Context: an optimization exercise on an open-source flow, tuned for small area, a short achievable clock period and few clock cycles per item. The choices shown serve that exercise and are no tape-out recipe.
The RTL was checked by simulation tests, not by an equivalence proof against the original design.

build 46:
// gorilla_enc
module gorilla_enc (
    input  wire        clk,
    input  wire        rst,
    input  wire        in_valid,
    output wire        in_ready,
    input  wire [63:0] in_data,
    input  wire        in_first,
    input  wire        in_last,
    input  wire [1:0]  in_wc,
    output wire        out_valid,
    input  wire        out_ready,
    output wire [63:0] out_data,
    output wire        out_last,
    output wire [3:0]  out_nbytes
);
Settings: LEC_CHECK=0, ABC_AREA=1, CAP_MARGIN=20, CORE_MARGIN=2, CORE_UTILIZATION=25, SLEW_MARGIN=20; clock period 18.0 ns.
standard.sh (not shown) runs the stock make flow with config.mk's settings and CLKGATE_MAP_FILE= SYNTH_SCRIPT=/design/flow/synth_recipe.tcl, a recipe that flattens the netlist after the stock synthesis.
==> flow/flow/run.sh <==
#!/bin/bash
# Standard layout, with timing repair aimed below the design's period
# (repair_timing keeps a setup margin) and plain buffers on the ports.
set -e
export SETUP_SLACK_MARGIN=12.6
export BUFFER_PORTS_ARGS="-buffer_cell sky130_fd_sc_hd__buf_2"
bash standard.sh > standard.log 2>&1
Testbench counts of build 46, summed over its fixed seeds: cycles 18,496, items 18,380.
#### Input delta (build 25 over build 46)
# build 46
export LEC_CHECK = 0
export ABC_AREA = 1
export CAP_MARGIN = 20
export CORE_MARGIN = 2
export CORE_UTILIZATION = 25
export SLEW_MARGIN = 20
create_clock -name core_clock -period 18.0 [get_ports {clk}]
# build 25
export LEC_CHECK = 0
export CAP_MARGIN = 20
export CORE_MARGIN = 2
export CORE_UTILIZATION = 25
export SLEW_MARGIN = 20
create_clock -name core_clock -period 18.0 [get_ports {clk}]
diff --git a/flow/flow/run.sh b/flow/flow/run.sh
--- a/flow/flow/run.sh
+++ b/flow/flow/run.sh
@@ -4,3 +4,3 @@
 set -e
-export SETUP_SLACK_MARGIN=12.6
+export SETUP_SLACK_MARGIN=12.7
 export BUFFER_PORTS_ARGS="-buffer_cell sky130_fd_sc_hd__buf_2"
### Flow results
- Compared build 46 against build 25; design area within noise.
- | summed instance area of the synthesized netlist | build 25 vs build 46 | about 2% lower |
- Between build 46 and build 25, post-synthesis area per instance increased.
- Global-route usage: build 25 vs build 46 up 0.60 points
- The run showing the smaller met3 routed wirelength is build 46.
- Build 46 reports its leading cell type in the layout, fill and taps excluded as nand3_1 while build 25 reports nand2_1.
- Of build 46 and build 25, the run reporting the higher setup slack was build 25.
- Taking build 46 as the reference, in build 25 area of the core went down by 1.8%, synthesis-to-layout area growth grew by 1.9 points.
The inputs of build 55 differ from those of build 25 as listed below.
# build 25
export LEC_CHECK = 0
export CAP_MARGIN = 20
export CORE_MARGIN = 2
export CORE_UTILIZATION = 25
export SLEW_MARGIN = 20
create_clock -name core_clock -period 18.0 [get_ports {clk}]
# build 55
export LEC_CHECK = 0
export ABC_AREA = 1
export CAP_MARGIN = 20
export CORE_MARGIN = 2
export CORE_UTILIZATION = 25
export SLEW_MARGIN = 20
create_clock -name core_clock -period 18.0 [get_ports {clk}]
diff --git a/flow/flow/run.sh b/flow/flow/run.sh
--- a/flow/flow/run.sh
+++ b/flow/flow/run.sh
@@ -4,3 +4,3 @@
 set -e
-export SETUP_SLACK_MARGIN=12.7
+export SETUP_SLACK_MARGIN=12.85
 export BUFFER_PORTS_ARGS="-buffer_cell sky130_fd_sc_hd__buf_2"
Findings:
- When the final numbers for build 25 and build 55 were put side by side, the post-route cell area turned out to be greater in build 55.
- Per the comparison of build 55 with build 25, routed length per instance moved down; die boundary height moved up; total via count after detailed routing moved up; ratio of final minimum period to clock period moved down.
The inputs of build 75 differ from those of build 55 as listed below.
# build 55
export LEC_CHECK = 0
export ABC_AREA = 1
export CAP_MARGIN = 20
export CORE_MARGIN = 2
export CORE_UTILIZATION = 25
export SLEW_MARGIN = 20
create_clock -name core_clock -period 18.0 [get_ports {clk}]
# build 75
export LEC_CHECK = 0
export ABC_AREA = 1
export CAP_MARGIN = 20
export CORE_MARGIN = 2
export CORE_UTILIZATION = 25
export CTS_BUF_LIST = sky130_fd_sc_hd__clkbuf_8
export SLEW_MARGIN = 20
create_clock -name core_clock -period 18.0 [get_ports {clk}]
diff --git a/flow/flow/run.sh b/flow/flow/run.sh
--- a/flow/flow/run.sh
+++ b/flow/flow/run.sh
@@ -4,3 +4,3 @@
 set -e
-export SETUP_SLACK_MARGIN=12.85
+export SETUP_SLACK_MARGIN=12.7
 export BUFFER_PORTS_ARGS="-buffer_cell sky130_fd_sc_hd__buf_2"
Findings:
- Build 75 vs build 55: utilization after layout down
- Build 75 closes out successfully: all stages finished, all timing, DRC and antenna checks passed.
- [compare] base=build 55 new=build 75: register fraction of the total cell area moved up, post-layout instance area lost 3.1%.
- Compared with build 55, build 75 shows count of plain and timing-repair buffers that has gone down by more than 10%.
- Diff build 55..build 75 | final cell count | negligible
- Changes observed in build 75 relative to build 55: post-route clock period utilization neither gained nor lost much; global-route wire length before repair climbed 1.4%; area occupied by registers held steady.
Changes in build 16 relative to build 75:
# build 75
export LEC_CHECK = 0
export ABC_AREA = 1
export CAP_MARGIN = 20
export CORE_MARGIN = 2
export CORE_UTILIZATION = 25
export CTS_BUF_LIST = sky130_fd_sc_hd__clkbuf_8
export SLEW_MARGIN = 20
create_clock -name core_clock -period 18.0 [get_ports {clk}]
# build 16
export LEC_CHECK = 0
export CAP_MARGIN = 20
export CORE_MARGIN = 2
export CORE_UTILIZATION = 25
export SLEW_MARGIN = 20
create_clock -name core_clock -period 18.0 [get_ports {clk}]
diff --git a/flow/flow/run.sh b/flow/flow/run.sh
--- a/flow/flow/run.sh
+++ b/flow/flow/run.sh
@@ -4,3 +4,3 @@
 set -e
-export SETUP_SLACK_MARGIN=12.7
+export SETUP_SLACK_MARGIN=12.4
 export BUFFER_PORTS_ARGS="-buffer_cell sky130_fd_sc_hd__buf_2"
Results
Looking at the reports, build 16 completed the entire flow and the layout it produced met the timing, design-rule and antenna checks.
Build 75 went all the way through the flow, and no timing, DRC or antenna check failed.
Build 75 vs build 16, largest family of logic cells by synthesized area: simple AND/OR/NAND/NOR gates vs compound AO/OA/AOI/OAI gates
In the metrics for build 75 and build 16, the one carrying the lower count of instances resized after the clock tree is built is build 75.
Lower area fraction of clock buffers and clock inverters goes to build 75 over build 16.
Build 16 falls short of build 75 in final setup slack of the worst path.
For build 75, the slowest cell on the critical path was a31oi_1, unlike build 16, where it was nor3_2.
## Diff of input files: build 34 against build 16
# build 16
export LEC_CHECK = 0
export CAP_MARGIN = 20
export CORE_MARGIN = 2
export CORE_UTILIZATION = 25
export SLEW_MARGIN = 20
create_clock -name core_clock -period 18.0 [get_ports {clk}]
# build 34
export LEC_CHECK = 0
export CAP_MARGIN = 20
export CORE_MARGIN = 2
export CORE_UTILIZATION = 45
export PLACE_DENSITY = 0.7
export SLEW_MARGIN = 20
create_clock -name core_clock -period 18.0 [get_ports {clk}]
diff --git a/flow/flow/run.sh b/flow/flow/run.sh
--- a/flow/flow/run.sh
+++ b/flow/flow/run.sh
@@ -4,3 +4,3 @@
 set -e
-export SETUP_SLACK_MARGIN=12.4
+export SETUP_SLACK_MARGIN=12.7
 export BUFFER_PORTS_ARGS="-buffer_cell sky130_fd_sc_hd__buf_2"
==> comparison <==
The routability congestion estimate from global placement of build 34 exceeds that of build 16 by 0.068. Relative to build 16, the via count measured on build 34 has increased slightly. For the global-route usage, build 34 came in 12 points higher than build 16 did. Having completed the whole flow, build 34 delivered a layout that passed the timing, design-rule and antenna checks. Between build 16 and build 34, the flow reports overall die width decreasing by more than a quarter. [compare] base=build 16 new=build 34: share of the clock period used by the worst path down 1.7 points; final critical path time including I/O delays and setup down 0.31 ns; detailed-routing iteration count for the pre-antenna-repair pass up 5; register-to-register slack up 0.31 ns.


Starting RTL as in the previous note.
Settings: LEC_CHECK=0, CAP_MARGIN=20, CORE_MARGIN=2, CORE_UTILIZATION=25, SLEW_MARGIN=20; clock period 18.0 ns.
==> flow/flow/run.sh <==
#!/bin/bash
# Standard layout, with timing repair aimed below the design's period
# (repair_timing keeps a setup margin) and plain buffers on the ports.
set -e
export SETUP_SLACK_MARGIN=13
export BUFFER_PORTS_ARGS="-buffer_cell sky130_fd_sc_hd__buf_2"
bash standard.sh > standard.log 2>&1
The first run passed the timing, design-rule and antenna checks.
Testbench counts at the start, summed over its fixed seeds: cycles 18,496, items 18,380.
Edit:
==> flow/flow/run.sh (replaced) <==
#!/bin/bash
# Standard layout, with timing repair aimed below the design's period
# (repair_timing keeps a setup margin) and plain buffers on the ports.
set -e
export SETUP_SLACK_MARGIN=12.7
export BUFFER_PORTS_ARGS="-buffer_cell sky130_fd_sc_hd__buf_2"
bash standard.sh > standard.log 2>&1
Settings changed: ABC_AREA set to 1.
After rerunning: Wire length falls by a few percent; final cell count rose by about a fifth; worst hold slack stays flat; maximum frequency falls slightly; design area came out lower by a few percent.


Another version of the RTL of gorilla_enc (not shown whole).
Size: ~4,200 cells after synthesis, roughly 400 flip-flops, ~29,000 um^2 of cells after synthesis.
// gorilla_enc
module gorilla_enc (
    input  wire        clk,
    input  wire        rst,
    input  wire        in_valid,
    output wire        in_ready,
    input  wire [63:0] in_data,
    input  wire        in_first,
    input  wire        in_last,
    input  wire [1:0]  in_wc,
    output wire        out_valid,
    input  wire        out_ready,
    output wire [63:0] out_data,
    output wire        out_last,
    output wire [3:0]  out_nbytes
);
    function automatic [63:0] rev64(input [63:0] v);
        integer j;
        begin
            for (j = 0; j < 64; j = j + 1)
                rev64[j] = v[63-j];
        end
    endfunction
    function automatic [2:0] lzc8(input [7:0] v);
        begin
            lzc8[2] = ~|v[7:4];
            lzc8[1] = lzc8[2] ? ~|v[3:2] : ~|v[7:6];
            lzc8[0] = lzc8[2] ? (lzc8[1] ? ~v[1] : ~v[3]) : (lzc8[1] ? ~v[5] : ~v[7]);
        end
    endfunction
    function automatic [5:0] lzc_bytes(input [7:0] nzb, input [23:0] cb);
        reg [3:0] v2;  reg [15:0] c2;    
        reg [1:0] v3;  reg [9:0]  c3;    
        integer j;
        begin
            for (j = 0; j < 4; j = j + 1) begin
                v2[j] = nzb[2*j] | nzb[2*j+1];
                c2[4*j +: 4] = nzb[2*j] ? {1'b0, cb[6*j +: 3]} : {1'b1, cb[6*j+3 +: 3]};
            end
            for (j = 0; j < 2; j = j + 1) begin
                v3[j] = v2[2*j] | v2[2*j+1];
                c3[5*j +: 5] = v2[2*j] ? {1'b0, c2[8*j +: 4]} : {1'b1, c2[8*j+4 +: 4]};
            end
            lzc_bytes = v3[0] ? {1'b0, c3[4:0]} : {1'b1, c3[9:5]};
        end
    endfunction
    function automatic le6(input [5:0] a, input [5:0] b);
        reg [5:0] g, e;          
        reg [2:0] g2, e2;        
        reg       g4, e4;
        integer j;
        begin
  ...
export LEC_CHECK = 0
export ABC_AREA = 1
export CAP_MARGIN = 20
export CORE_MARGIN = 2
export CORE_UTILIZATION = 25
export CTS_BUF_LIST = sky130_fd_sc_hd__clkbuf_8
export CTS_CLUSTER_SIZE = 20
export SLEW_MARGIN = 20
create_clock -name core_clock -period 18.0 [get_ports {clk}]
==> flow/flow/run.sh <==
#!/bin/bash
# Standard layout, with timing repair aimed below the design's period
# (repair_timing keeps a setup margin) and plain buffers on the ports.
set -e
export SETUP_SLACK_MARGIN=12.7
export BUFFER_PORTS_ARGS="-buffer_cell sky130_fd_sc_hd__buf_2"
bash standard.sh > standard.log 2>&1
Testbench counts at the start, summed over its fixed seeds: cycles 18,496, items 18,380.
Edit:
CTS_CLUSTER_SIZE = default   (was 20)
Sequential cell count does not change.
Maximum frequency stays the same.
Clock-buffer cell count does not change.
Wire length does not change.
Worst setup slack does not change.
Register-to-register slack barely changes.
Final cell count is unchanged.
Sequential share of layout area stays the same.
Critical path depth stays the same.
Final area is unchanged.
Edit:
CTS_BUF_LIST = default   (was sky130_fd_sc_hd__clkbuf_8)
Result: The changed run finished clean; via count falls slightly; cell count went down slightly; wire length hardly moves.

## port drivers added, routing unchanged
Ports are ideal in the flow. The routed layouts listed here were re-timed in OpenROAD.
Step 1 (the two cells are an assumption about what drives the block):
set clk [get_ports {clk}]
set_driving_cell -lib_cell sky130_fd_sc_hd__clkbuf_16 $clk
set_driving_cell -lib_cell sky130_fd_sc_hd__buf_2 [delete_from_list [all_inputs] $clk]
Step 2 also shifts input and output timing later by t, the mid clock arrival at the registers, as if the neighbouring blocks saw the same clock.
a / b / c = ideal ports / drivers / drivers and shift; a / b = the first two.
| run | t (ns) | slack for setup (ns) | pins driven straight from the clock port |
|---|---|---|---|
| build 46 | 0.667 | 12.699 / 12.734 / 12.067 | 1 |
| build 25 | 0.643 | 12.720 / 12.720 / 12.122 | 1 |
| build 55 | 0.681 | 12.810 / 12.849 / 12.168 | 1 |
| build 75 | 0.743 | 12.824 / 12.806 / 12.096 | 1 |
| build 16 | 0.649 | 12.377 / 12.407 / 11.759 | 1 |
| build 34 | 0.661 | 12.687 / 12.725 / 12.065 | 1 |
| the first run of note 2 | 0.652 | 12.812 / 12.817 / 12.192 | 1 |
| the second run of note 2 | 0.662 | 12.762 / 12.801 / 12.139 | 1 |
| the first run of note 3 | 0.769 | 12.829 / 12.767 / 12.103 | 1 |
| the second run of note 3 | 0.769 | 12.829 / 12.767 / 12.103 | 1 |
| the third run of note 3 | 0.679 | 12.804 / 12.783 / 12.157 | 1 |
After both steps every run listed still meets setup and hold. For build 75, which loses most, drivers alone change the setup slack by -0.018 ns; drivers and shift together by -0.728 ns.
